This is an optimization exercise on Yosys and OpenROAD, whose aim is a short achievable clock period and few clock cycles, not a production implementation. Only simulation tests tie the RTL to the original design; equivalence was not proved.

[flow/flow/run.sh]
#!/bin/bash
# Layout flow: the standard layout (standard.sh: ORFS from the standard synthesis to
# finish, unchanged), with two settings ORFS reads from the environment:
#  - the input and output ports are buffered by sky130_fd_sc_hd__buf_4 instead of the
#    cell buffer_ports picks by default;
#  - antenna repair after detailed routing may run up to 10 rounds instead of 5.
# The full output of the run goes to flow_standard.log here; ORFS's per-step logs stay
# under orfs/logs/.
set -euo pipefail
export BUFFER_PORTS_ARGS="-buffer_cell sky130_fd_sc_hd__buf_4"
export MAX_REPAIR_ANTENNAS_ITER_DRT=10
bash standard.sh > flow_standard.log 2>&1
[flow/constraint.sdc]
create_clock -name core_clock -period 55.0 [get_ports {clk}]
set_input_delay 11.0000 -clock core_clock [delete_from_list [all_inputs] [get_ports {clk}]]
set_output_delay 11.0000 -clock core_clock [all_outputs]
set_load 0.01 [all_outputs]
[flow/config.mk]
export PLATFORM = sky130hd
export DESIGN_NAME = vig_permcore
export DESIGN_NICKNAME = vig_permcore
export VERILOG_FILES = /design/flow/design.v
export SDC_FILE = /design/flow/constraint.sdc
export NUM_CORES = 8
export LEC_CHECK = 0
export ABC_CLOCK_PERIOD_IN_PS = 8000
export CAP_MARGIN = 50
export CORE_MARGIN = 2
export CORE_UTILIZATION = 30
export PLACE_DENSITY = 0.5
export SLEW_MARGIN = 70
[flow/design.v]
module vig_permcore (
    input  wire       clk,
    input  wire       rst,         
    input  wire       in_valid,
    input  wire [1:0] in_op,       
    input  wire [7:0] in_data,
    input  wire [7:0] in_key,
    output wire       in_ready,
    output reg        out_valid,
    output reg  [7:0] out_data,
    input  wire       out_ready,
    output reg        pvalid
);
    localparam OP_SEED      = 2'd0;
    localparam OP_SEED_LAST = 2'd1;
    localparam OP_ENC       = 2'd2;
    localparam OP_DEC       = 2'd3;
    localparam NS = 32;            
    localparam QN = 40;            
    function automatic [47:0] onehot(input [16:0] t);
        integer k;
        reg [2:0] dg;
        begin
            onehot = 48'd0;
            for (k = 0; k < 6; k = k + 1) begin
                dg = (k == 5) ? {1'b0, t[16:15]} : t[3 * k +: 3];
                onehot[8 * k + dg] = 1'b1;
            end
        end
    endfunction
    reg        in_ready_r;
    reg        a_fire;
    reg  [1:0] a_op;
    reg  [7:0] a_data;
    reg  [7:0] a_key;
    assign in_ready = in_ready_r;
    wire in_fire  = in_valid && in_ready_r && !rst;
    wire out_fire = out_valid && out_ready;
    always @(posedge clk) begin
        a_op   <= in_op;
        a_data <= in_data;
        a_key  <= in_key;
        a_fire <= in_fire;
    end
    wire a_seed = a_fire && (a_op == OP_SEED);
    wire a_last = a_fire && (a_op == OP_SEED_LAST);
    wire a_enc  = a_fire && (a_op == OP_ENC);
    wire a_dec  = a_fire && (a_op == OP_DEC);
    reg  [15:0] h;
    wire [15:0] h_next = {h[10:0], 5'd0} + h + {8'd0, a_data};
    always @(posedge clk) begin
        if (rst)
            h <= 16'd5381;
        else if (a_seed)
            h <= h_next;
        else if (a_last)
            h <= 16'd5381;
    end
    reg         pend;
    reg  [47:0] pend_t;
    wire        gen_free;
    wire        gen_start = gen_free && (a_last || pend);
    wire [47:0] gen_t     = pend ? pend_t : onehot({1'b0, h_next} + 17'd1);
    always @(posedge clk) begin
        if (rst) begin
            pend <= 1'b0;
        end else if (a_last && !gen_free) begin
            pend   <= 1'b1;
            pend_t <= onehot({1'b0, h_next} + 17'd1);
        end else if (gen_start) begin
            pend <= 1'b0;
        end
    end
    wire          asc_v, dsc_v, asc_d1, dsc_d1;
    wire [4:0]    asc_c, dsc_c, asc_c1, dsc_c1;
    wire [63:0]   asc_j, dsc_j;
    wire          asc_free, dsc_free;
    vig_stream #(.ASC(1)) u_asc (
        .clk(clk), .rst(rst), .start(gen_start), .t0_oh(gen_t), .free(asc_free),
        .d1_v(asc_d1), .d1_c(asc_c1), .j_v(asc_v), .j_c(asc_c), .j(asc_j));
    vig_stream #(.ASC(0)) u_dsc (
        .clk(clk), .rst(rst), .start(gen_start), .t0_oh(gen_t), .free(dsc_free),
        .d1_v(dsc_d1), .d1_c(dsc_c1), .j_v(dsc_v), .j_c(dsc_c), .j(dsc_j));
    assign gen_free = asc_free;
    function automatic integer bits(input integer x);
        integer n;
        begin
            bits = 0;
            for (n = x; n > 0; n = n / 2)
                bits = bits + 1;
        end
    endfunction
    wire [2047:0] je;          
    wire [2047:0] jd;          
    assign je[7:0] = 8'd0;
    assign jd[7:0] = 8'd0;
    genvar gi;
    generate
        for (gi = 1; gi < 256; gi = gi + 1) begin : g_j
            localparam integer W  = bits(gi);
            localparam integer CE = gi / 8;             
            localparam integer RE = gi % 8;             
            localparam integer CD = (255 - gi) / 8;     
            localparam integer RD = (255 - gi) % 8;     
            reg [W-1:0] e_r, d_r;
            always @(posedge clk) begin
                if (asc_v && asc_c == CE)
                    e_r <= asc_j[8 * RE +: W];
                if (dsc_v && dsc_c == CD)
                    d_r <= dsc_j[8 * RD +: W];
            end
            assign je[8 * gi +: 8] = e_r;
            assign jd[8 * gi +: 8] = d_r;
        end
    endgenerate
    reg  [NS-1:0]   e_v, d_v;
    reg  [8*NS-1:0] e_y, d_y;
    reg  [8*NS-1:0] d_k;       
    wire [8*NS-1:0] e_nx, d_nx;
    genvar gs, gu;
    generate
        for (gs = 0; gs < NS; gs = gs + 1) begin : g_stage
            wire [7:0] ey [0:8];
            wire [7:0] dy [0:8];
            if (gs == 0) begin : g_in
                assign ey[0] = a_data + a_key;
                assign dy[0] = a_data;
            end else begin : g_mid
                assign ey[0] = e_y[8 * (gs - 1) +: 8];
                assign dy[0] = d_y[8 * (gs - 1) +: 8];
            end
            for (gu = 0; gu < 8; gu = gu + 1) begin : g_unit
                localparam [7:0] IE = 8 * gs + gu;
                localparam [7:0] ID = 255 - 8 * gs - gu;
                wire [7:0] je_i = je[8 * IE +: 8];
                wire [7:0] jd_i = jd[8 * ID +: 8];
                if (IE == 0) begin : g_e0
                    assign ey[gu + 1] = ey[gu];
                end else begin : g_e
                    assign ey[gu + 1] = (ey[gu] == IE)   ? je_i :
                                        (ey[gu] == je_i) ? IE : ey[gu];
                end
                if (ID == 0) begin : g_d0
                    assign dy[gu + 1] = dy[gu];
                end else begin : g_d
                    assign dy[gu + 1] = (dy[gu] == ID)   ? jd_i :
                                        (dy[gu] == jd_i) ? ID : dy[gu];
                end
            end
            assign e_nx[8 * gs +: 8] = ey[8];
            assign d_nx[8 * gs +: 8] = dy[8];
        end
    endgenerate
    always @(posedge clk) begin
        if (rst) begin
            e_v <= {NS{1'b0}};
            d_v <= {NS{1'b0}};
        end else begin
            e_v <= {e_v[NS-2:0], a_enc};
            d_v <= {d_v[NS-2:0], a_dec};
        end
        e_y <= e_nx;
        d_y <= d_nx;
        d_k <= {d_k[8*(NS-1)-1:0], a_key};
    end
    wire       p_v = e_v[NS-1] || d_v[NS-1];
    wire [7:0] p_d = e_v[NS-1] ? e_y[8 * (NS - 1) +: 8]
                               : (d_y[8 * (NS - 1) +: 8] - d_k[8 * (NS - 1) +: 8]);
    reg        busy;
    reg  [5:0] cnt;            
    wire build_done = asc_d1 && (asc_c1 == 5'd0);   
    wire busy_nx    = (in_fire && in_op == OP_SEED_LAST) || (busy && !build_done);
    wire acc        = in_fire && in_op[1];
    wire [5:0] cnt_p1 = cnt + 6'd1;
    wire [5:0] cnt_m1 = cnt - 6'd1;
    wire [5:0] cnt_nx = (acc && !out_fire) ? cnt_p1 : (out_fire && !acc) ? cnt_m1 : cnt;
    always @(posedge clk) begin
        if (rst) begin
            busy       <= 1'b0;
            cnt        <= 6'd0;
            pvalid     <= 1'b0;
            in_ready_r <= 1'b1;
        end else begin
            busy       <= busy_nx;
            cnt        <= cnt_nx;
            in_ready_r <= !busy_nx && (cnt_nx < QN);
            if (build_done)
                pvalid <= 1'b1;
        end
    end
    reg  [8*QN-1:0] qd;
    reg  [5:0]      qw, qr;    
    reg  [5:0]      qc;        
    wire            head_free = !out_valid || out_fire;
    wire            q_pop     = head_free && (qc != 6'd0 || p_v);
    always @(posedge clk) begin
        if (rst) begin
            out_valid <= 1'b0;
            qw        <= 6'd0;
            qr        <= 6'd0;
            qc        <= 6'd0;
        end else begin
            if (head_free) begin
                out_valid <= (qc != 6'd0) || p_v;
                out_data  <= (qc != 6'd0) ? qd[8 * qr +: 8] : p_d;
            end
            if (p_v) begin
                qd[8 * qw +: 8] <= p_d;
                qw <= (qw == QN - 1) ? 6'd0 : qw + 6'd1;
            end
            if (q_pop)
                qr <= (qr == QN - 1) ? 6'd0 : qr + 6'd1;
            qc <= (p_v && !q_pop) ? qc + 6'd1 : (q_pop && !p_v) ? qc - 6'd1 : qc;
        end
    end
endmodule
module vig_stream #(parameter ASC = 0) (
    input  wire        clk,
    input  wire        rst,
    input  wire        start,
    input  wire [47:0] t0_oh,
    output wire        free,      
    output reg         d1_v,      
    output reg  [4:0]  d1_c,
    output wire        j_v,       
    output wire [4:0]  j_c,
    output reg  [63:0] j          
);
    function automatic [47:0] onehot(input [16:0] t);
        integer k;
        reg [2:0] dg;
        begin
            onehot = 48'd0;
            for (k = 0; k < 6; k = k + 1) begin
                dg = (k == 5) ? {1'b0, t[16:15]} : t[3 * k +: 3];
                onehot[8 * k + dg] = 1'b1;
            end
        end
    endfunction
    function automatic [7:0] mod4step(input [7:0] r, input [1:0] bb,
                                      input [8:0] d1, input [9:0] d2, input [10:0] d3);
        reg [9:0]  r4;
        reg [10:0] x1, x2, x3;
        begin
            r4 = {r, bb};
            x1 = {1'b0, r4} - {2'b00, d1};
            x2 = {1'b0, r4} - {1'b0, d2};
            x3 = {1'b0, r4} - d3;
            if (!x3[10])
                mod4step = x3[7:0];
            else if (!x2[10])
                mod4step = x2[7:0];
            else if (!x1[10])
                mod4step = x1[7:0];
            else
                mod4step = r4[7:0];
        end
    endfunction
    function automatic integer pexp(input integer k);
        begin
            if (ASC)
                pexp = (k % 2 == 0) ? 511 - k : 513 - k;
            else
                pexp = k + 1;
        end
    endfunction
    localparam integer STEP = ASC ? 65536 - 16 : 16;    
    reg        run;
    reg  [4:0] c;
    reg  [47:0] t_oh;
    assign free = !run || (c == 5'd31);
    wire [16:0] t_step;
    vig_mulmod75 #(.Q(STEP)) u_step (.t_oh(t_oh), .u(t_step), .sb());
    always @(posedge clk) begin
        if (rst) begin
            run <= 1'b0;
        end else begin
            if (start)
                run <= 1'b1;
            else if (c == 5'd31)
                run <= 1'b0;
        end
        if (start) begin
            t_oh <= t0_oh;
            c    <= 5'd0;
        end else begin
            t_oh <= onehot(t_step);
            c    <= c + 5'd1;
        end
    end
    wire [127:0] gb;           
    genvar gk;
    generate
        for (gk = 0; gk < 16; gk = gk + 1) begin : g_prod
            vig_mulmod75 #(.Q(pexp(gk))) u_prod (.t_oh(t_oh), .u(), .sb(gb[8 * gk +: 8]));
        end
    endgenerate
    reg          g_v;
    reg  [4:0]   g_c;
    reg  [127:0] g_b;
    reg  [71:0]  g_d1;         
    reg  [87:0]  g_d3;         
    integer m, b;
    reg [8:0] dv;
    always @(posedge clk) begin
        if (rst)
            g_v <= 1'b0;
        else
            g_v <= run;
        g_c <= c;
        g_b <= gb;
        for (m = 0; m < 8; m = m + 1) begin
            if (ASC)
                dv = 8 * c + m + 1;
            else
                dv = 9'd256 - 8 * c - m;
            g_d1[9 * m +: 9]   <= dv;
            g_d3[11 * m +: 11] <= {dv, 1'b0} + dv;
        end
    end
    reg          d2_v;
    reg  [4:0]   d2_c;
    reg  [63:0]  d1_r, d2_r;
    reg  [79:0]  d1_b;         
    reg  [31:0]  d2_b;         
    reg  [71:0]  d1_d1, d2_d1;
    reg  [87:0]  d1_d3, d2_d3;
    reg [7:0]  rr;
    reg [15:0] vv;
    always @(posedge clk) begin
        if (rst) begin
            d1_v <= 1'b0;
            d2_v <= 1'b0;
        end else begin
            d1_v <= g_v;
            d2_v <= d1_v;
        end
        d1_c  <= g_c;
        d2_c  <= d1_c;
        d1_d1 <= g_d1;
        d1_d3 <= g_d3;
        d2_d1 <= d1_d1;
        d2_d3 <= d1_d3;
        for (m = 0; m < 8; m = m + 1) begin
            vv = {g_b[16 * m +: 8], g_b[16 * m + 8 +: 8]};
            rr = 8'd0;
            for (b = 7; b >= 5; b = b - 1)
                rr = mod4step(rr, vv[2 * b +: 2],
                              g_d1[9 * m +: 9], {g_d1[9 * m +: 9], 1'b0}, g_d3[11 * m +: 11]);
            d1_r[8 * m +: 8]   <= rr;
            d1_b[10 * m +: 10] <= vv[9:0];
            rr = d1_r[8 * m +: 8];
            for (b = 4; b >= 2; b = b - 1)
                rr = mod4step(rr, d1_b[10 * m + 2 * b +: 2],
                              d1_d1[9 * m +: 9], {d1_d1[9 * m +: 9], 1'b0}, d1_d3[11 * m +: 11]);
            d2_r[8 * m +: 8] <= rr;
            d2_b[4 * m +: 4] <= d1_b[10 * m +: 4];
        end
    end
    assign j_v = d2_v;
    assign j_c = d2_c;
    integer m3, b3;
    reg [7:0] rr3;
    always @(*) begin
        for (m3 = 0; m3 < 8; m3 = m3 + 1) begin
            rr3 = d2_r[8 * m3 +: 8];
            for (b3 = 1; b3 >= 0; b3 = b3 - 1)
                rr3 = mod4step(rr3, d2_b[4 * m3 + 2 * b3 +: 2],
                               d2_d1[9 * m3 +: 9], {d2_d1[9 * m3 +: 9], 1'b0},
                               d2_d3[11 * m3 +: 11]);
            j[8 * m3 +: 8] = rr3;
        end
    end
endmodule
module vig_mulmod75 #(parameter Q = 1) (
    input  wire [47:0] t_oh,
    output wire [16:0] u,
    output wire [7:0]  sb
);
    function automatic [16:0] wconst(input integer q, input integer k, input integer dg);
        integer n, e;
        reg [40:0] acc, base;
        begin
            acc  = dg;
            for (n = 0; n < 3 * k; n = n + 1)
                acc = (acc * 2) % 65537;
            base = 75;
            e    = q;
            while (e > 0) begin
                if (e % 2 == 1)
                    acc = (acc * base) % 65537;
                base = (base * base) % 65537;
                e    = e / 2;
            end
            wconst = acc[16:0];
        end
    endfunction
    function automatic [19:0] ks20(input [19:0] a, input [19:0] b);
        reg [19:0] g, p, g2, p2;
        integer i, d;
        begin
            g = a & b;
            p = a ^ b;
            ks20 = p;
            for (d = 1; d < 20; d = d * 2) begin
                g2 = g;
                p2 = p;
                for (i = d; i < 20; i = i + 1) begin
                    g2[i] = g[i] | (p[i] & g[i - d]);
                    p2[i] = p[i] & p[i - d];
                end
                g = g2;
                p = p2;
            end
            ks20 = ks20 ^ {g[18:0], 1'b0};
        end
    endfunction
    wire [17*6-1:0] term;
    genvar gk;
    generate
        for (gk = 0; gk < 6; gk = gk + 1) begin : g_dig
            localparam [16:0] W1 = wconst(Q, gk, 1);
            localparam [16:0] W2 = wconst(Q, gk, 2);
            localparam [16:0] W3 = wconst(Q, gk, 3);
            localparam [16:0] W4 = wconst(Q, gk, 4);
            localparam [16:0] W5 = wconst(Q, gk, 5);
            localparam [16:0] W6 = wconst(Q, gk, 6);
            localparam [16:0] W7 = wconst(Q, gk, 7);
            wire [7:0] oh = t_oh[8 * gk +: 8];
            assign term[17 * gk +: 17] =
                ({17{oh[1]}} & W1) | ({17{oh[2]}} & W2) | ({17{oh[3]}} & W3) |
                ({17{oh[4]}} & W4) | ({17{oh[5]}} & W5) | ({17{oh[6]}} & W6) |
                ({17{oh[7]}} & W7);
        end
    endgenerate
    wire [19:0] x0 = term[0 +: 17],  x1 = term[17 +: 17], x2 = term[34 +: 17],
                x3 = term[51 +: 17], x4 = term[68 +: 17], x5 = term[85 +: 17];
    wire [19:0] s1a = x0 ^ x1 ^ x2;
    wire [19:0] c1a = ((x0 & x1) | (x0 & x2) | (x1 & x2)) << 1;
    wire [19:0] s1b = x3 ^ x4 ^ x5;
    wire [19:0] c1b = ((x3 & x4) | (x3 & x5) | (x4 & x5)) << 1;
    wire [19:0] s2  = s1a ^ c1a ^ s1b;
    wire [19:0] c2  = ((s1a & c1a) | (s1a & s1b) | (c1a & s1b)) << 1;
    wire [19:0] s3  = s2 ^ c2 ^ c1b;
    wire [19:0] c3  = ((s2 & c2) | (s2 & c1b) | (c2 & c1b)) << 1;
    wire [19:0] sum = ks20(s3, c3);
    wire [16:0] lo  = {1'b0, sum[15:0]};
    wire [2:0]  hi  = sum[18:16];                   
    wire        neg = (sum[15:3] == 13'd0) && (sum[2:0] < hi);
    wire [16:0] dif = lo - {14'd0, hi};
    assign u  = neg ? dif + 17'd65537 : dif;
    assign sb = neg ? (sum[7:0] - {5'd0, hi}) : (sum[7:0] - {5'd0, hi} - 8'd1);
endmodule
[flow/standard.sh]
#!/bin/bash
# synth_recipe.tcl (not shown) runs the flow's synth.tcl, then flattens the netlist and writes it again
# the make line also repeats each setting of config.mk as NAME=value (left out here)
make -C /OpenROAD-flow-scripts/flow DESIGN_CONFIG=/design/flow/config.mk WORK_HOME=/design/flow/orfs CLKGATE_MAP_FILE= SYNTH_SCRIPT=/design/flow/synth_recipe.tcl "${@:-finish}"
==> impl_metrics.yaml, run 1 <==
critical_path:
  slowest_stage: "dfxtp_4"
  arrival_ps: 1960
  reg2reg_to: "u_dsc.t_oh[6]$_DFF_P_"
  cp_top_family: "flip-flops"
  cpPeakStageDelay_ps: 530
  critical_path_class: "reg -> out"
  endpoint_kind: "output port"
  required_ps: 44000
  path_cells: "buf_4"
  r2r_start: "u_dsc.t_oh[9]$_DFF_P_"
  path_buf_inv: 1
  crit_path_max_fanout: 2
  timing.reg2reg.worst_path_depth: 48
  r2r_slack_ps: 43790
  cp-start-kind: "register"
grt:
  grt_pass1_wl_microns: 3070000
  grt_pass1_vias: 439084
  grt_overflow: 0
  antenna_found_initial: 344
  grt_max_degree: 57
  track_usage: 0.238
hold_path:
  holdPathStages: 0
  holdPathEnd: "u_dsc.d2_b[8]$_DFF_P_"
  hp-start: "u_dsc.d1_b[20]$_DFF_P_"
  hold_path.class: "reg -> reg"
synth:
  yosysSeqAreaShare: 0.311
  syn-cell-area_sq_um: 510000
  synth_async_sr_flop_share: 0
  synthFlopType: "edfxtp_1"
  synth_edf_count: 3956
  synth_seq_cells: 5954
  avgSynthCellArea_sq_um: 8.99
  yosys_warnings: 36
  synth_cell_types: 114
  synthCells: 56766
routing:
  drt_pass1_iterations: 12
  drc: 0
  dr_wl_met2_microns: 923000
  antenna_left: 0
  top_layer_used: "met5"
  m1WireLength_microns: 917000
  avgRoutedWirePerCell_microns: 26.1
  drtIter0Drc: 54123
  vias: 466547
  viasPerCell: 5.71
  wl_met3_microns: 171000
  totalWireLength_microns: 2130000
timing:
  finalSetupViolCount: 0
  fin_skew_ps: 146
  tns_ps: 0
  rsz0062_at_grt: "no"
  setup_ws_ps: 42040
  slew_viol_final: 0
  finalHoldViolCount: 0
  fmax_mhz: 77.2
  post-route-min-period_ps: 12960
  slew_headroom: 0.642
  whs_ps: 260
  min_period_over_period: 0.236
  tightest_slew_ps: 537
place:
  place_area_sq_um: 568000
  place_ws_ps: 41530
  place.gp.congestion: 1.04
  port_buffers: 32
  dp_hpwl_microns: 1640000
layout:
  final_cell_area_sq_um: 601000
  nNetsFinal: 63382
  drive_gt1_frac: 0.126
  final_common_cell: "inv_1"
  mostFrequentLayoutCells: "inv_1, edfxtp_1, nand2_1"
  syn_to_final_growth_pct: 17.8
clocking:
  cts_made_buffers: 731
  cts-resized-gates: 0
  clock_path_buffers: 5
  path_clk_slew_ps: 60
  cts_root_buf: "clkbuf_16"
  holdBufCountCts: 0
  insertion_delay_ps: 1280
  cts_tree: "yes"
  postCtsSetupRepairBufs: 0
  ctsHtreeMaxLevel: 6
  clkSinkCount: 5954
floorplanning:
  die_area_sq_um: 1710000
  fp.dieW_microns: 1310
  row_count: 479
  core_area_sq_um: 1700000
  die_y_microns: 1310
  initial_core_util: 0.300
  io_pins: 33
flow_run:
  maxCapViolCount: 0
outcome:
  status: "timing/DRC/antenna clean"
[metrics by stage]
step	instances	util
2_1_floorplan	56793	-
3_3_place_gp	78853	0.319
3_5_place_dp	79846	0.334
4_1_cts	81212	0.349
5_1_grt	81503	0.354
6_report	81713	0.354
[cell type report]
class                            count  area (sq um)
Timing Repair Buffer              2080         20700
Multi-Input combinational cell   42448        340000
Clock buffer                       939         20300
Fill cell                       172936       1100000
Clock inverter                     427          5170
Tap cell                         22607         28300
Sequential cell                   5954        159000
Inverter                          6897         26000
Antenna cell                       361           903
[kinds of logic after synthesis]
logic type	count (synthesis)	share of synthesized area
other	1	0.00000735
adders and majority gates	5249	0.158
xor gates and xnor gates	3339	0.0573
AOI/OAI and AO/OA	18175	0.245
and+or+nand+nor	14918	0.149
DFF	5954	0.311
buffers and inverters	8391	0.0620
muxes	739	0.0173
[registers in the layout, summed over array words and instances, names as in the netlist, 33 cells and up]
register,flops
g_j.d_r,1793
u_dsc.d1_r,64
e_y,256
u_dsc.d1_b,80
u_asc.d2_r,64
qd,320
g_j.e_r,1793
u_dsc.d2_d3,33
u_dsc.t_oh,42
u_asc.d1_r,64
d_y,256
u_asc.d1_b,80
u_asc.g_b,128
d_k,256
u_dsc.d1_d3,33
u_dsc.g_d3,33
pend_t,42
u_asc.t_oh,42
u_dsc.g_b,128
u_dsc.d2_r,64
[layer usage]
layer / track usage / vias to the layer above
li1: - / 214089
met2: 0.364 / 21014
met3: 0.0402 / 4248
met5: 0 / -
met1: 0.322 / 227150
met4: 0.122 / 46
[worst max path at each step]
stage                             start                     to  slack [ps]  depth (start not counted)
floorplan                           rst        qd[0]$_DFFE_PP_       29310                          3
global placement                    rst  in_ready_r$_SDFF_PP1_       41360                         12
detailed placement                  rst  in_ready_r$_SDFF_PP1_       41530                         12
CTS                 pvalid$_SDFFE_PP0P_                 pvalid       41890                          1
global route        pvalid$_SDFFE_PP0P_                 pvalid       41990                          1
finish              pvalid$_SDFFE_PP0P_                 pvalid       42040                          1
[synth_stat cells, types with 617 or more instances]
cell | number | area [sq um]
nor2b_1 | 617 | 3860
nand2_1 | 3598 | 13500
nand3_1 | 965 | 4830
a22oi_1 | 755 | 5670
ha_1 | 3256 | 40700
xnor2_1 | 2263 | 19800
a21oi_1 | 3608 | 18100
edfxtp_1 | 3956 | 119000
o21ai_0 | 3169 | 15900
o22ai_1 | 1472 | 9210
xor2_1 | 1076 | 9420
nor3_1 | 1184 | 5930
nand2b_1 | 781 | 4890
dfxtp_1 | 1998 | 40000
inv_1 | 6892 | 25900
a211oi_1 | 672 | 5040
fa_1 | 1992 | 39900
clkbuf_1 | 1357 | 5090
a21o_1 | 914 | 6860
nor2_1 | 3393 | 12700
Testbench counts, summed over its fixed seeds: cycles 15,917.
==> run 2, diff against run 1 <==
--- a/flow/design.v
+++ b/flow/design.v
@@ -77,8 +77,9 @@
     wire          asc_free, dsc_free;
+    wire          asc_g0, dsc_g0;
     vig_stream #(.ASC(1)) u_asc (
         .clk(clk), .rst(rst), .start(gen_start), .t0_oh(gen_t), .free(asc_free),
-        .d1_v(asc_d1), .d1_c(asc_c1), .j_v(asc_v), .j_c(asc_c), .j(asc_j));
+        .g0(asc_g0), .d1_v(asc_d1), .d1_c(asc_c1), .j_v(asc_v), .j_c(asc_c), .j(asc_j));
     vig_stream #(.ASC(0)) u_dsc (
         .clk(clk), .rst(rst), .start(gen_start), .t0_oh(gen_t), .free(dsc_free),
-        .d1_v(dsc_d1), .d1_c(dsc_c1), .j_v(dsc_v), .j_c(dsc_c), .j(dsc_j));
+        .g0(dsc_g0), .d1_v(dsc_d1), .d1_c(dsc_c1), .j_v(dsc_v), .j_c(dsc_c), .j(dsc_j));
     assign gen_free = asc_free;
@@ -169,2 +170,3 @@
     reg        busy;
+    reg        pv_int;         
     reg  [5:0] cnt;            
@@ -181,2 +183,3 @@
             pvalid     <= 1'b0;
+            pv_int     <= 1'b0;
             in_ready_r <= 1'b1;
@@ -186,4 +189,5 @@
             in_ready_r <= !busy_nx && (cnt_nx < QN);
-            if (build_done)
-                pvalid <= 1'b1;
+            if (asc_g0)
+                pv_int <= 1'b1;
+            pvalid <= pv_int;
         end
@@ -195,2 +199,5 @@
     wire            q_pop     = head_free && (qc != 6'd0 || p_v);
+    always @(posedge clk)
+        if (p_v)
+            qd[8 * qw +: 8] <= p_d;
     always @(posedge clk) begin
@@ -206,6 +213,4 @@
             end
-            if (p_v) begin
-                qd[8 * qw +: 8] <= p_d;
+            if (p_v)
                 qw <= (qw == QN - 1) ? 6'd0 : qw + 6'd1;
-            end
             if (q_pop)
@@ -222,2 +227,3 @@
     output wire        free,      
+    output wire        g0,        
     output reg         d1_v,      
@@ -299,2 +305,3 @@
     reg  [4:0]   g_c;
+    assign g0 = g_v && (g_c == 5'd0);
     reg  [127:0] g_b;
==> run 2 against run 1 <==
Compared with the run above:
- still clean
- wire length shrank 2.9%
- highest routed layer unchanged
==> impl_metrics.yaml, run 2 <==
clocking:
  cts_made_buffers: 731
  cts_tree: "yes"
  path_clk_slew_ps: 60
  clkSinkCount: 5955
  cts-resized-gates: 0
  clock_path_buffers: 5
  insertion_delay_ps: 1250
  holdBufCountCts: 0
  postCtsSetupRepairBufs: 0
  ctsHtreeMaxLevel: 6
  cts_root_buf: "clkbuf_16"
floorplanning:
  row_count: 478
  initial_core_util: 0.301
  die_area_sq_um: 1710000
  fp.dieW_microns: 1310
  die_y_microns: 1310
  core_area_sq_um: 1690000
  io_pins: 33
flow_run:
  maxCapViolCount: 0
timing:
  finalHoldViolCount: 0
  rsz0062_at_grt: "no"
  slew_viol_final: 0
  post-route-min-period_ps: 13030
  fmax_mhz: 76.8
  tns_ps: 0
  min_period_over_period: 0.237
  fin_skew_ps: 124
  finalSetupViolCount: 0
  tightest_slew_ps: 517
  slew_headroom: 0.655
synth:
  synth_top_area_frac: 0.234
  ys_top_cells_by_count: "inv_1, edfxtp_1, a21oi_1, nand2_1, nor2_1"
  yosysSeqAreaShare: 0.312
  yosys_warnings: 36
  synth_cell_types: 136
  syn-cell-area_sq_um: 508000
  synthFlopType: "edfxtp_1"
  synth_edf_count: 3956
  synth.area.top_cells: "edfxtp_1, ha_1, dfxtp_1"
  avgSynthCellArea_sq_um: 9.04
  yosysMostFrequentCell: "inv_1"
  synth_seq_cells: 5955
  synthCells: 56263
  synth_top_cell_by_area: "edfxtp_1"
  synth_async_sr_flop_share: 0
layout:
  post-route-util: 0.353
  multi_input_area_sq_um: 338000
  syn_to_final_growth_pct: 17.5
  fillers: 172138
  final_common_cell: "inv_1"
  drive_gt1_frac: 0.125
  nNetsFinal: 62917
  regArea_sq_um: 159000
  mostFrequentLayoutCells: "inv_1, edfxtp_1, a21oi_1"
  reg_top3: "g_j.d_r x1793, g_j.e_r x1793, qd x320"
grt:
  grt_pass1_wl_microns: 2990000
  track_usage: 0.231
  grt_pass1_vias: 433559
  antenna_found_initial: 371
  grt_max_degree: 57
  grt_overflow: 0
place:
  port_buffers: 32
  dp_hpwl_microns: 1590000
  place.gp.congestion: 1.03
critical_path:
  arrival_ps: 2030
  endpoint_kind: "output port"
  timing.reg2reg.worst_path_depth: 43
  cp-start-kind: "register"
  crit_path_max_fanout: 1
  path_cells: "buf_4, buf_4"
  cpPeakStageDelay_ps: 310
  crit_path_frequent_cell: "buf_4"
  slowest_stage: "dfxtp_1"
  critical_path_class: "reg -> out"
  required_ps: 44000
routing:
  avgRoutedWirePerCell_microns: 25.5
  totalWireLength_microns: 2070000
  antenna_left: 0
  vias: 460432
  drc: 0
  drtIter0Drc: 52826
  viasPerCell: 5.67
  drt_pass1_iterations: 9
outcome:
  status: "timing/DRC/antenna clean"
hold_path:
  holdPathStages: 0
  hold_path.class: "reg -> reg"
==> run 2: cell types whose count changed after synthesis, sizes merged, moves of 42 or more <==
cell    delta
o221a     -42
clkbuf   -144
o21ai     -58
buf       +77
nor3     -120
nand2    -174
o311ai    +43
a311oi    -51
nand3     -58
==> run 2: cells by family (layout without fill, tap and decap cells) <==
kind of cell / count (synthesis) / count (layout) / synth area share
AOI/OAI and AO/OA: 18014 / 18014 / 0.244
and+or+nand+nor: 14553 / 14553 / 0.147
buffers and inverters: 8360 / 10345 / 0.0622
DFF: 5955 / 5955 / 0.312
adders and majority gates: 5251 / 5251 / 0.159
xor gates and xnor gates: 3337 / 3337 / 0.0575
muxes: 792 / 792 / 0.0184
other: 1 / 338 / 0.00000738
==> run 2: path summary, 6_finish.rpt <==
path,slack (ps),end,start
max,41970,pvalid,pvalid$_SDFF_PP0_
min,270,u_asc.d2_b[20]$_DFF_P_,u_asc.d1_b[50]$_DFF_P_
max reg2reg,44080,u_asc.t_oh[5]$_DFF_P_,u_asc.t_oh[13]$_DFF_P_
min reg2reg,270,u_asc.d2_b[20]$_DFF_P_,u_asc.d1_b[50]$_DFF_P_
==> run 2: area by class of cell <==
class,instances,area share
inverter,6933,0.0437
clock buffer,911,0.0337
multi-input combinational,41975,0.565
tap,22560,0.0472
sequential,5955,0.266
clock inverter,452,0.00907
antenna,310,0.00130
timing repair buffer,2049,0.0338
==> run 2: metrics by stage <==
stage	setup slack (ps)	std cells	hold slack (ps)	instance area (sq um)
after floorplan	42010	56290	310	509000
after global placement	40860	78347	310	540000
final	41970	81145	267	598000
after global routing	41860	80922	293	597000
after detailed placement	41130	79300	312	565000
after CTS	41770	80663	279	590000
==> run 2: routing by layer <==
layer	track usage	routed length (microns)
met1	0.321	907000
met4	0.101	102000
met3	0.0414	174000
met2	0.350	889000
met5	0	241
==> run 2: worst max-delay path: cells and delay by family, from the launching register on <==
kind / cells / cell delay [ps]
buffers and inverters: 2 / 440
flip-flops: 1 / 310
Testbench counts of run 2, summed over its fixed seeds: cycles 15,917.
==> run 3, diff against run 2 <==
--- a/flow/design.v
+++ b/flow/design.v
@@ -31,2 +31,4 @@
     reg        in_ready_r;
+    reg        in_busy_r;      
+    reg        out_idle_r;     
     reg        a_fire;
@@ -36,4 +38,4 @@
     assign in_ready = in_ready_r;
-    wire in_fire  = in_valid && in_ready_r && !rst;
-    wire out_fire = out_valid && out_ready;
+    wire in_fire  = in_valid && !in_busy_r && !rst;
+    wire out_fire = !out_idle_r && out_ready;
     always @(posedge clk) begin
@@ -185,2 +187,3 @@
             in_ready_r <= 1'b1;
+            in_busy_r  <= 1'b0;
         end else begin
@@ -189,2 +192,3 @@
             in_ready_r <= !busy_nx && (cnt_nx < QN);
+            in_busy_r  <= busy_nx || !(cnt_nx < QN);
             if (asc_g0)
@@ -197,3 +201,3 @@
     reg  [5:0]      qc;        
-    wire            head_free = !out_valid || out_fire;
+    wire            head_free = out_idle_r || out_fire;
     wire            q_pop     = head_free && (qc != 6'd0 || p_v);
@@ -205,2 +209,3 @@
             out_valid <= 1'b0;
+            out_idle_r <= 1'b1;
             qw        <= 6'd0;
@@ -210,3 +215,4 @@
             if (head_free) begin
-                out_valid <= (qc != 6'd0) || p_v;
+                out_valid  <= (qc != 6'd0) || p_v;
+                out_idle_r <= !((qc != 6'd0) || p_v);
                 out_data  <= (qc != 6'd0) ? qd[8 * qr +: 8] : p_d;
==> run 3 against run 2 <==
Compared with the run above:
- worst setup slack gained 260 ps
- synthesized area rose by 0.43%
- critical path type unchanged
- hold slack worse by 4.3 ps
- largest cell class unchanged
- cell count grew 0.52%
==> impl_metrics.yaml, run 3 <==
clocking:
  path_clk_slew_ps: 60
  insertion_delay_ps: 1270
  clkSinkCount: 5957
  cts_made_buffers: 738
  cts_root_buf: "clkbuf_16"
  postCtsSetupRepairBufs: 0
  cts_tree: "yes"
  clock_path_buffers: 5
  ctsHtreeMaxLevel: 6
  cts-resized-gates: 0
  holdBufCountCts: 0
synth:
  synth_cell_types: 133
  synth_fa_ha_area_frac: 0.158
  synth-simple-area-share: 0.150
  synth_top_area_frac: 0.233
  synth_async_sr_flop_share: 0
  synth.area.top_cells: "edfxtp_1, ha_1, dfxtp_1"
  synth_edf_count: 3956
  synth.area.mux_share: 0.0176
  synth-compound-area-share: 0.245
  synth_top_family_by_area: "compound AO/OA/AOI/OAI gates"
  syn-cell-area_sq_um: 511000
  yosysMostFrequentCell: "inv_1"
  avgSynthCellArea_sq_um: 9.03
  ys_top_cells_by_count: "inv_1, edfxtp_1, a21oi_1, nand2_1, nor2_1"
  yosysSeqAreaShare: 0.311
  synthXorXnorAreaFrac: 0.0568
  synthFlopType: "edfxtp_1"
  synthCells: 56542
  synth_top_cell_by_area: "edfxtp_1"
  synth_seq_cells: 5957
  yosys_warnings: 36
timing:
  fmax_mhz: 78.4
  rsz0062_at_grt: "no"
  slew_viol_final: 0
  post-route-min-period_ps: 12760
  finalHoldViolCount: 0
  fin_skew_ps: 117
  min_period_over_period: 0.232
  tightest_slew_ps: 468
  finalSetupViolCount: 0
  slew_headroom: 0.680
  tns_ps: 0
grt:
  grt_max_degree: 57
  track_usage: 0.236
  grt_pass1_wl_microns: 3050000
  grt_overflow: 0
  antenna_found_initial: 364
  grt_pass1_vias: 438475
floorplanning:
  fp.dieW_microns: 1310
  initial_core_util: 0.301
  core_area_sq_um: 1700000
  die_y_microns: 1310
  die_area_sq_um: 1710000
  io_pins: 33
  row_count: 479
critical_path:
  crit_path_max_fanout: 1
  cp-start-kind: "register"
  cp_top_family: "flip-flops"
  required_ps: 44000
  slowest_stage: "dfxtp_1"
  cpPeakStageDelay_ps: 390
  path_cells: "buf_4"
  critical_path_class: "reg -> out"
  crit_cells: 1
  arrival_ps: 1760
  timing.reg2reg.worst_path_depth: 46
  endpoint_kind: "output port"
  path_buf_inv: 1
routing:
  totalWireLength_microns: 2120000
  viasPerCell: 5.67
  drt_pass1_iterations: 11
  drtIter0Drc: 51499
  drc: 0
  avgRoutedWirePerCell_microns: 26.0
  antenna_left: 0
  vias: 462637
place:
  place.gp.congestion: 1.03
  dp_hpwl_microns: 1630000
  place_area_sq_um: 568000
  port_buffers: 32
layout:
  drive_gt1_frac: 0.128
  reg_top3: "g_j.d_r x1793, g_j.e_r x1793, qd x320"
  mostFrequentLayoutCells: "inv_1, edfxtp_1, a21oi_1"
  syn_to_final_growth_pct: 17.8
  nNetsFinal: 63282
  final_common_cell: "inv_1"
  final_cell_area_sq_um: 602000
hold_path:
  holdPathStages: 0
  hold_path.class: "reg -> reg"
flow_run:
  maxCapViolCount: 0
outcome:
  status: "timing/DRC/antenna clean"
[run 3: cell families after synthesis]
group	count (synthesis)
AO/OA/AOI/OAI	18161
AND/OR/NAND/NOR	14743
buffers and inverters	8363
flip-flops	5957
adder cells (fa/ha/maj)	5249
XOR/XNOR	3314
multiplexers	754
other	1
[run 3: area by class of cell]
class                            count  area, sq um
Fill cell                       173199      1100000
Tap cell                         22607        28300
Clock buffer                       959        20600
Sequential cell                   5957       159000
Inverter                          6966        26300
Multi-Input combinational cell   42249       340000
Clock inverter                     423         5360
Timing Repair Buffer              2100        20800
Antenna cell                       303          758
[run 3: worst paths after layout]
path	start	endpoint	slack [ps]
hold reg to reg	d_k[68]$_DFF_P_	d_k[76]$_DFF_P_	260
setup reg to reg	u_asc.t_oh[42]$_DFF_P_	u_asc.t_oh[4]$_DFF_P_	43940
hold / removal	d_k[68]$_DFF_P_	d_k[76]$_DFF_P_	260
setup / recovery	in_ready_r$_SDFF_PP1_	in_ready	42240
[run 3: routing by layer]
layer | GRT usage | wire length [microns] | up-vias
met5 | 0 | 295 | -
met4 | 0.109 | 112000 | 44
met3 | 0.0397 | 165000 | 3924
met2 | 0.363 | 918000 | 19461
met1 | 0.323 | 921000 | 225702
li1 | - | - | 213506
[run 3: metrics by stage]
| stage | cells | utilization | hold slack, ps | worst slack (ps) |
|---|---|---|---|---|
| 6_report | 81564 | 0.354 | 263 | 42240 |
| 5_1_grt | 81391 | 0.354 | 266 | 42120 |
| 4_1_cts | 81074 | 0.350 | 237 | 42080 |
| 3_5_place_dp | 79692 | 0.334 | 312 | 41090 |
| 3_3_place_gp | 78715 | 0.320 | 310 | 40530 |
| 2_1_floorplan | 56569 | - | 310 | 41700 |
Testbench counts of run 3, summed over its fixed seeds: cycles 15,917.
==> run 4, diff against run 3 <==
--- a/flow/design.v
+++ b/flow/design.v
@@ -179,3 +179,6 @@
     wire [5:0] cnt_m1 = cnt - 6'd1;
-    wire [5:0] cnt_nx = (acc && !out_fire) ? cnt_p1 : (out_fire && !acc) ? cnt_m1 : cnt;
+    wire       cnt_up = acc && !out_fire;
+    wire       cnt_dn = out_fire && !acc;
+    wire [5:0] cnt_nx = cnt_up ? cnt_p1 : cnt_dn ? cnt_m1 : cnt;
+    wire       room_nx = !(((cnt == QN) && !cnt_dn) || ((cnt == QN - 1) && cnt_up));
     always @(posedge clk) begin
@@ -191,4 +194,4 @@
             cnt        <= cnt_nx;
-            in_ready_r <= !busy_nx && (cnt_nx < QN);
-            in_busy_r  <= busy_nx || !(cnt_nx < QN);
+            in_ready_r <= !busy_nx && room_nx;
+            in_busy_r  <= busy_nx || !room_nx;
             if (asc_g0)
==> run 4 against run 3 <==
Compared with the run above:
- cell count down 0.68%
- critical path type unchanged
- via count about the same
- die area fell by 0.51%
- synthesized cell count decreased by 0.71%
- sequential share of layout area grew 0.11 points
- first-iteration DRC count grew 4.2%
- sequential cell count did not move
==> impl_metrics.yaml, run 4 <==
outcome:
  status: "timing/DRC/antenna clean"
floorplanning:
  die_y_microns: 1310
  row_count: 478
  io_pins: 33
  initial_core_util: 0.300
  fp.dieW_microns: 1310
  die_area_sq_um: 1700000
  core_area_sq_um: 1690000
clocking:
  path_clk_slew_ps: 60
  ctsHtreeMaxLevel: 6
  cts_made_buffers: 725
  cts_tree: "yes"
  holdBufCountCts: 0
  postCtsSetupRepairBufs: 0
  cts-resized-gates: 0
  insertion_delay_ps: 1310
  clkSinkCount: 5957
  cts_root_buf: "clkbuf_16"
  clock_path_buffers: 5
layout:
  fillers: 172400
  final_cells: 81008
  regArea_sq_um: 159000
  nNetsFinal: 62834
  drive_gt1_frac: 0.128
  multi_input_area_sq_um: 338000
  final_common_cell: "inv_1"
  mostFrequentLayoutCells: "inv_1, edfxtp_1, a21oi_1"
  reg_top3: "g_j.d_r x1793, g_j.e_r x1793, qd x320"
  syn_to_final_growth_pct: 17.9
grt:
  grt_max_degree: 58
  grt_pass1_vias: 434312
  antenna_found_initial: 364
  grt_pass1_wl_microns: 3070000
  grt_overflow: 0
  track_usage: 0.240
synth:
  synth_cell_types: 137
  syn-cell-area_sq_um: 508000
  synth_edf_count: 3956
  synth_seq_cells: 5957
  synth_top_area_frac: 0.234
  synth_top_cell_by_area: "edfxtp_1"
  synth_async_sr_flop_share: 0
  yosysMostFrequentCell: "inv_1"
  synthFlopType: "edfxtp_1"
  synth.area.top_cells: "edfxtp_1, ha_1, dfxtp_1"
  avgSynthCellArea_sq_um: 9.05
  yosys_warnings: 36
  ys_top_cells_by_count: "inv_1, edfxtp_1, a21oi_1, nor2_1, nand2_1"
  synthCells: 56139
  yosysSeqAreaShare: 0.313
routing:
  drc: 0
  viasPerCell: 5.71
  vias: 462332
  totalWireLength_microns: 2150000
  drt_pass1_iterations: 10
  drtIter0Drc: 53656
  antenna_left: 0
  avgRoutedWirePerCell_microns: 26.5
hold_path:
  hold_path.class: "reg -> reg"
critical_path:
  crit_path_max_fanout: 2
  arrival_ps: 1870
  cpPeakStageDelay_ps: 430
  cp-start-kind: "register"
  path_cells: "buf_4"
  required_ps: 44000
  endpoint_kind: "output port"
  cp_top_family: "flip-flops"
  critical_path_class: "reg -> out"
  path_buf_inv: 1
  slowest_stage: "dfxtp_1"
flow_run:
  maxCapViolCount: 0
timing:
  min_period_over_period: 0.234
  fin_skew_ps: 195
  tightest_slew_ps: 478
  slew_headroom: 0.673
  fmax_mhz: 77.7
  finalSetupViolCount: 0
  finalHoldViolCount: 0
  rsz0062_at_grt: "no"
  slew_viol_final: 0
  tns_ps: 0
  post-route-min-period_ps: 12870
place:
  dp.cells: 79209
  place.gp.congestion: 1.03
  port_buffers: 32
  dp_hpwl_microns: 1660000
[run 4: area by class of cell]
type                            instances  area share
Multi-Input combinational cell      41851       0.565
Sequential cell                      5957       0.266
Tap cell                            22560      0.0471
Inverter                             6943      0.0436
Timing Repair Buffer                 2084      0.0355
Clock buffer                          978      0.0343
Clock inverter                        376     0.00794
Antenna cell                          259     0.00108
[run 4: cells by family (layout without fill, tap and decap cells)]
kind of cell,count (synthesis),count (layout),share of synthesized area
AOI/OAI and AO/OA,18038,18038,0.245
xor gates and xnor gates,3346,3346,0.0577
adders and majority gates,5251,5251,0.159
buffers and inverters,8358,10381,0.0622
DFF,5957,5957,0.313
muxes,778,778,0.0182
other,1,287,0.00000738
and+or+nand+nor,14410,14410,0.145
[run 4: worst paths after layout]
check / endpoint / cells past startpoint / startpoint / slack, ps
setup reg to reg: u_asc.t_oh[28]$_DFF_P_ / 46 / u_asc.t_oh[42]$_DFF_P_ / 43850
hold reg to reg: d_k[171]$_DFF_P_ / 0 / d_k[163]$_DFF_P_ / 220
hold / removal: d_k[171]$_DFF_P_ / 0 / d_k[163]$_DFF_P_ / 220
setup / recovery: out_valid / 1 / out_valid$_SDFFE_PP0P_ / 42130
[run 4: stage by stage]
step,util,setup slack [ps],hold WS [ps],cell area (sq um)
floorplan,-,41750,310,508000
global placement,0.319,40800,310,540000
detailed placement,0.335,41110,312,566000
CTS,0.350,42000,219,592000
global route,0.354,42030,212,599000
finish,0.354,42130,222,599000
[run 4: routing by layer]
metal | part of all wire | up-vias | track usage
met3 | 0.079 | 3984 | 0.0394
met5 | 0.00016 | - | 0
li1 | - | 211700 | -
met2 | 0.44 | 20813 | 0.369
met1 | 0.43 | 225789 | 0.327
met4 | 0.053 | 46 | 0.113
Testbench counts of run 4, summed over its fixed seeds: cycles 15,917.
==> run 5, diff against run 4 <==
--- a/flow/design.v
+++ b/flow/design.v
@@ -31,4 +31,2 @@
     reg        in_ready_r;
-    reg        in_busy_r;      
-    reg        out_idle_r;     
     reg        a_fire;
@@ -38,4 +36,4 @@
     assign in_ready = in_ready_r;
-    wire in_fire  = in_valid && !in_busy_r && !rst;
-    wire out_fire = !out_idle_r && out_ready;
+    wire in_fire  = in_valid && in_ready_r && !rst;
+    wire out_fire = out_valid && out_ready;
     always @(posedge clk) begin
@@ -79,9 +77,8 @@
     wire          asc_free, dsc_free;
-    wire          asc_g0, dsc_g0;
     vig_stream #(.ASC(1)) u_asc (
         .clk(clk), .rst(rst), .start(gen_start), .t0_oh(gen_t), .free(asc_free),
-        .g0(asc_g0), .d1_v(asc_d1), .d1_c(asc_c1), .j_v(asc_v), .j_c(asc_c), .j(asc_j));
+        .d1_v(asc_d1), .d1_c(asc_c1), .j_v(asc_v), .j_c(asc_c), .j(asc_j));
     vig_stream #(.ASC(0)) u_dsc (
         .clk(clk), .rst(rst), .start(gen_start), .t0_oh(gen_t), .free(dsc_free),
-        .g0(dsc_g0), .d1_v(dsc_d1), .d1_c(dsc_c1), .j_v(dsc_v), .j_c(dsc_c), .j(dsc_j));
+        .d1_v(dsc_d1), .d1_c(dsc_c1), .j_v(dsc_v), .j_c(dsc_c), .j(dsc_j));
     assign gen_free = asc_free;
@@ -95,2 +92,25 @@
     endfunction
+    reg  [3:0]   aq_v, dq_v;
+    reg  [31:0]  aq_c, dq_c;   
+    reg  [255:0] aq_j, dq_j;   
+    integer q;
+    always @(posedge clk) begin
+        for (q = 0; q < 4; q = q + 1) begin
+            if (rst) begin
+                aq_v[q] <= 1'b0;
+                dq_v[q] <= 1'b0;
+            end else begin
+                aq_v[q] <= asc_v && asc_c[4:3] == q;
+                dq_v[q] <= dsc_v && dsc_c[4:3] == q;
+            end
+            if (asc_v && asc_c[4:3] == q) begin
+                aq_c[8 * q +: 8] <= {3'd0, asc_c};
+                aq_j[64 * q +: 64] <= asc_j;
+            end
+            if (dsc_v && dsc_c[4:3] == q) begin
+                dq_c[8 * q +: 8] <= {3'd0, dsc_c};
+                dq_j[64 * q +: 64] <= dsc_j;
+            end
+        end
+    end
     wire [2047:0] je;          
@@ -109,6 +129,6 @@
             always @(posedge clk) begin
-                if (asc_v && asc_c == CE)
-                    e_r <= asc_j[8 * RE +: W];
-                if (dsc_v && dsc_c == CD)
-                    d_r <= dsc_j[8 * RD +: W];
+                if (aq_v[CE / 8] && aq_c[8 * (CE / 8) +: 5] == CE)
+                    e_r <= aq_j[64 * (CE / 8) + 8 * RE +: W];
+                if (dq_v[CD / 8] && dq_c[8 * (CD / 8) +: 5] == CD)
+                    d_r <= dq_j[64 * (CD / 8) + 8 * RD +: W];
             end
@@ -172,5 +192,4 @@
     reg        busy;
-    reg        pv_int;         
     reg  [5:0] cnt;            
-    wire build_done = asc_d1 && (asc_c1 == 5'd0);   
+    wire build_done = asc_v && (asc_c == 5'd0);     
     wire busy_nx    = (in_fire && in_op == OP_SEED_LAST) || (busy && !build_done);
@@ -179,6 +198,3 @@
     wire [5:0] cnt_m1 = cnt - 6'd1;
-    wire       cnt_up = acc && !out_fire;
-    wire       cnt_dn = out_fire && !acc;
-    wire [5:0] cnt_nx = cnt_up ? cnt_p1 : cnt_dn ? cnt_m1 : cnt;
-    wire       room_nx = !(((cnt == QN) && !cnt_dn) || ((cnt == QN - 1) && cnt_up));
+    wire [5:0] cnt_nx = (acc && !out_fire) ? cnt_p1 : (out_fire && !acc) ? cnt_m1 : cnt;
     always @(posedge clk) begin
@@ -188,5 +204,3 @@
             pvalid     <= 1'b0;
-            pv_int     <= 1'b0;
             in_ready_r <= 1'b1;
-            in_busy_r  <= 1'b0;
         end else begin
@@ -194,7 +208,5 @@
             cnt        <= cnt_nx;
-            in_ready_r <= !busy_nx && room_nx;
-            in_busy_r  <= busy_nx || !room_nx;
-            if (asc_g0)
-                pv_int <= 1'b1;
-            pvalid <= pv_int;
+            in_ready_r <= !busy_nx && (cnt_nx < QN);
+            if (build_done)
+                pvalid <= 1'b1;
         end
@@ -204,3 +216,3 @@
     reg  [5:0]      qc;        
-    wire            head_free = out_idle_r || out_fire;
+    wire            head_free = !out_valid || out_fire;
     wire            q_pop     = head_free && (qc != 6'd0 || p_v);
@@ -212,3 +224,2 @@
             out_valid <= 1'b0;
-            out_idle_r <= 1'b1;
             qw        <= 6'd0;
@@ -218,4 +229,3 @@
             if (head_free) begin
-                out_valid  <= (qc != 6'd0) || p_v;
-                out_idle_r <= !((qc != 6'd0) || p_v);
+                out_valid <= (qc != 6'd0) || p_v;
                 out_data  <= (qc != 6'd0) ? qd[8 * qr +: 8] : p_d;
@@ -236,3 +246,2 @@
     output wire        free,      
-    output wire        g0,        
     output reg         d1_v,      
@@ -314,3 +323,2 @@
     reg  [4:0]   g_c;
-    assign g0 = g_v && (g_c == 5'd0);
     reg  [127:0] g_b;
==> run 5 against run 4 <==
Compared with the run above:
- utilization fell by 0.11 points
- first-iteration DRC count is 0.22% lower
- worst setup slack lost 88 ps
- critical path type unchanged
- non-clock buffer count is 601 higher
- global-route usage is 0.11 points lower
- largest cell class unchanged
- wire length rose by 2.1%
- register-to-register slack better by 50 ps
- sequential cell count rose by 509
- critical path depth stayed put
- highest routed layer unchanged
==> impl_metrics.yaml, run 5 <==
outcome:
  status: "timing/DRC/antenna clean"
grt:
  grt_overflow: 0
  track_usage: 0.238
  grt_pass1_vias: 438417
  grt_max_degree: 57
  grt_pass1_wl_microns: 3120000
  antenna_found_initial: 383
clocking:
  clkSinkCount: 6466
  ctsHtreeMaxLevel: 6
  insertion_delay_ps: 1300
  postCtsSetupRepairBufs: 0
  clock_path_buffers: 5
  cts_made_buffers: 767
  path_clk_slew_ps: 60
  holdBufCountCts: 0
  cts-resized-gates: 0
  cts_tree: "yes"
  cts_root_buf: "clkbuf_16"
routing:
  totalWireLength_microns: 2190000
  vias: 469925
  antenna_left: 0
  drtIter0Drc: 53539
  drt_pass1_iterations: 13
  drc: 0
  avgRoutedWirePerCell_microns: 26.5
  viasPerCell: 5.68
synth:
  synth.area.mux_share: 0.0180
  synth-simple-area-share: 0.143
  ys_top_cells_by_count: "inv_1, edfxtp_1, a21oi_1, nor2_1, ha_1"
  synthFlopType: "edfxtp_1"
  synth.area.top_cells: "edfxtp_1, ha_1, dfxtp_1"
  synth_async_sr_flop_share: 0
  synth_top_cell_by_area: "edfxtp_1"
  yosysMostFrequentCell: "inv_1"
  avgSynthCellArea_sq_um: 9.25
  synth_cell_types: 131
  yosysSeqAreaShare: 0.333
  yosys_warnings: 36
  synthCells: 56573
  synth_seq_cells: 6466
  synthXorXnorAreaFrac: 0.0559
  synth_top_family_by_area: "compound AO/OA/AOI/OAI gates"
  synth_top_area_frac: 0.256
  synth-compound-area-share: 0.236
  syn-cell-area_sq_um: 523000
  synth_edf_count: 4460
  synth_fa_ha_area_frac: 0.154
floorplanning:
  initial_core_util: 0.300
  die_y_microns: 1320
  io_pins: 33
  fp.dieW_microns: 1320
  row_count: 485
  die_area_sq_um: 1750000
  core_area_sq_um: 1740000
layout:
  drive_gt1_frac: 0.134
  reg_top3: "g_j.d_r x1793, g_j.e_r x1793, qd x320"
  final_common_cell: "inv_1"
  mostFrequentLayoutCells: "inv_1, edfxtp_1, a21oi_1"
  syn_to_final_growth_pct: 17.6
  nNetsFinal: 63954
critical_path:
  cpPeakStageDelay_ps: 490
  crit_start: "out_valid$_SDFFE_PP0N_"
  r2r_slack_ps: 43900
  cp_top_family: "flip-flops"
  crit_cells: 1
  timing.reg2reg.worst_path_depth: 45
  critPathCapture: "out_valid"
  critical_path_class: "reg -> out"
  crit_path_max_fanout: 3
  path_buf_inv: 1
  reg2reg_to: "u_asc.t_oh[28]$_DFF_P_"
  cp-start-kind: "register"
  arrival_ps: 1960
  endpoint_kind: "output port"
  path_cells: "buf_4"
  r2r_start: "u_asc.t_oh[13]$_DFF_P_"
  slowest_stage: "dfxtp_1"
  required_ps: 44000
timing:
  setup_ws_ps: 42040
  min_period_over_period: 0.236
  tightest_slew_ps: 513
  slew_viol_final: 0
  tns_ps: 0
  finalSetupViolCount: 0
  fin_skew_ps: 172
  slew_headroom: 0.655
  fmax_mhz: 77.2
  finalHoldViolCount: 0
  post-route-min-period_ps: 12960
  rsz0062_at_grt: "no"
hold_path:
  hold_path.class: "reg -> reg"
place:
  place.gp.congestion: 1.04
  place_ws_ps: 41180
  port_buffers: 32
  dp_hpwl_microns: 1710000
flow_run:
  maxCapViolCount: 0
-- run 5: layout make-up --
type                             count  area, sq um
Clock buffer                       966        21000
Clock inverter                     466         5350
Sequential cell                   6466       174000
Antenna cell                       328          821
Timing Repair Buffer              2685        20900
Fill cell                       176973      1130000
Inverter                          6914        26100
Tap cell                         23132        28900
Multi-Input combinational cell   41849       338000
-- run 5: kinds of logic after synthesis --
| kind of cell | Yosys count |
|---|---|
| AOI/OAI and AO/OA | 17956 |
| and+or+nand+nor | 14478 |
| buffers and inverters | 8285 |
| DFF | 6466 |
| adders and majority gates | 5250 |
| xor gates and xnor gates | 3342 |
| muxes | 795 |
| other | 1 |
-- run 5: metrics by stage --
step | cells | utilization | hold slack (ps) | area, sq um
after floorplan | 56600 | - | 310 | 523000
final | 82806 | 0.353 | 233 | 615000
after detailed placement | 80854 | 0.334 | 312 | 581000
after global placement | 79379 | 0.319 | 310 | 556000
after global routing | 82551 | 0.353 | 236 | 615000
after CTS | 82286 | 0.349 | 216 | 608000
-- run 5: worst min-delay path by stage --
| stage | depth (start not counted) | endpoint | startpoint | slack, ps |
|---|---|---|---|---|
| 6_report | 0 | u_dsc.d2_b[28]$_DFF_P_ | u_dsc.d1_b[70]$_DFF_P_ | 230 |
| 5_1_grt | 0 | u_dsc.d2_b[28]$_DFF_P_ | u_dsc.d1_b[70]$_DFF_P_ | 240 |
| 4_1_cts | 0 | u_dsc.d2_b[28]$_DFF_P_ | u_dsc.d1_b[70]$_DFF_P_ | 220 |
| 3_5_place_dp | 0 | u_asc.d2_b[4]$_DFF_P_ | u_asc.d1_b[10]$_DFF_P_ | 310 |
| 3_3_place_gp | 0 | d_k[25]$_DFF_P_ | d_k[17]$_DFF_P_ | 310 |
| 2_1_floorplan | 0 | d_k[100]$_DFF_P_ | d_k[92]$_DFF_P_ | 310 |
-- run 5: per-layer routing --
| layer | GRT usage | share of wire | up-vias | routed length (microns) |
|---|---|---|---|---|
| li1 | - | - | 215025 | - |
| met1 | 0.329 | 0.44 | 229436 | 954000 |
| met2 | 0.353 | 0.42 | 21343 | 928000 |
| met3 | 0.0461 | 0.084 | 4055 | 183000 |
| met4 | 0.125 | 0.057 | 66 | 125000 |
| met5 | 0 | 0.00020 | - | 448 |
Testbench counts of run 5, summed over its fixed seeds: cycles 15,965.

[port drivers added, routing unchanged]
Ports are ideal in the flow. The routed layouts listed here were re-timed in OpenROAD. Step 1: set_driving_cell puts a clkbuf_16 on clk and a buf_2 on each other input, an assumption about the parent block. Step 2 times the ports against the registers' clock, not the clock port: input delays grow and output delays shrink by t, the midpoint of the rising clock arrivals with the driver on. Slacks: no drivers / after step 1 / after step 2; pairs: no drivers / after step 1.
run	t (ns)	setup WS [ns]	worst slew at a driven data input, ns
run 1	1.402	42.040 / 41.845 / 41.481	0.06
run 2	1.355	41.974 / 41.803 / 41.278	0.05
run 3	1.411	42.238 / 42.029 / 41.078	0.04
run 4	1.412	42.128 / 41.921 / 41.121	0.05
run 5	1.434	42.040 / 41.834 / 41.248	0.05
After both steps setup and hold are still met in every run listed. The setup slack of run 3, which loses most, moves by -0.209 ns with the drivers and by -1.160 ns with both steps.
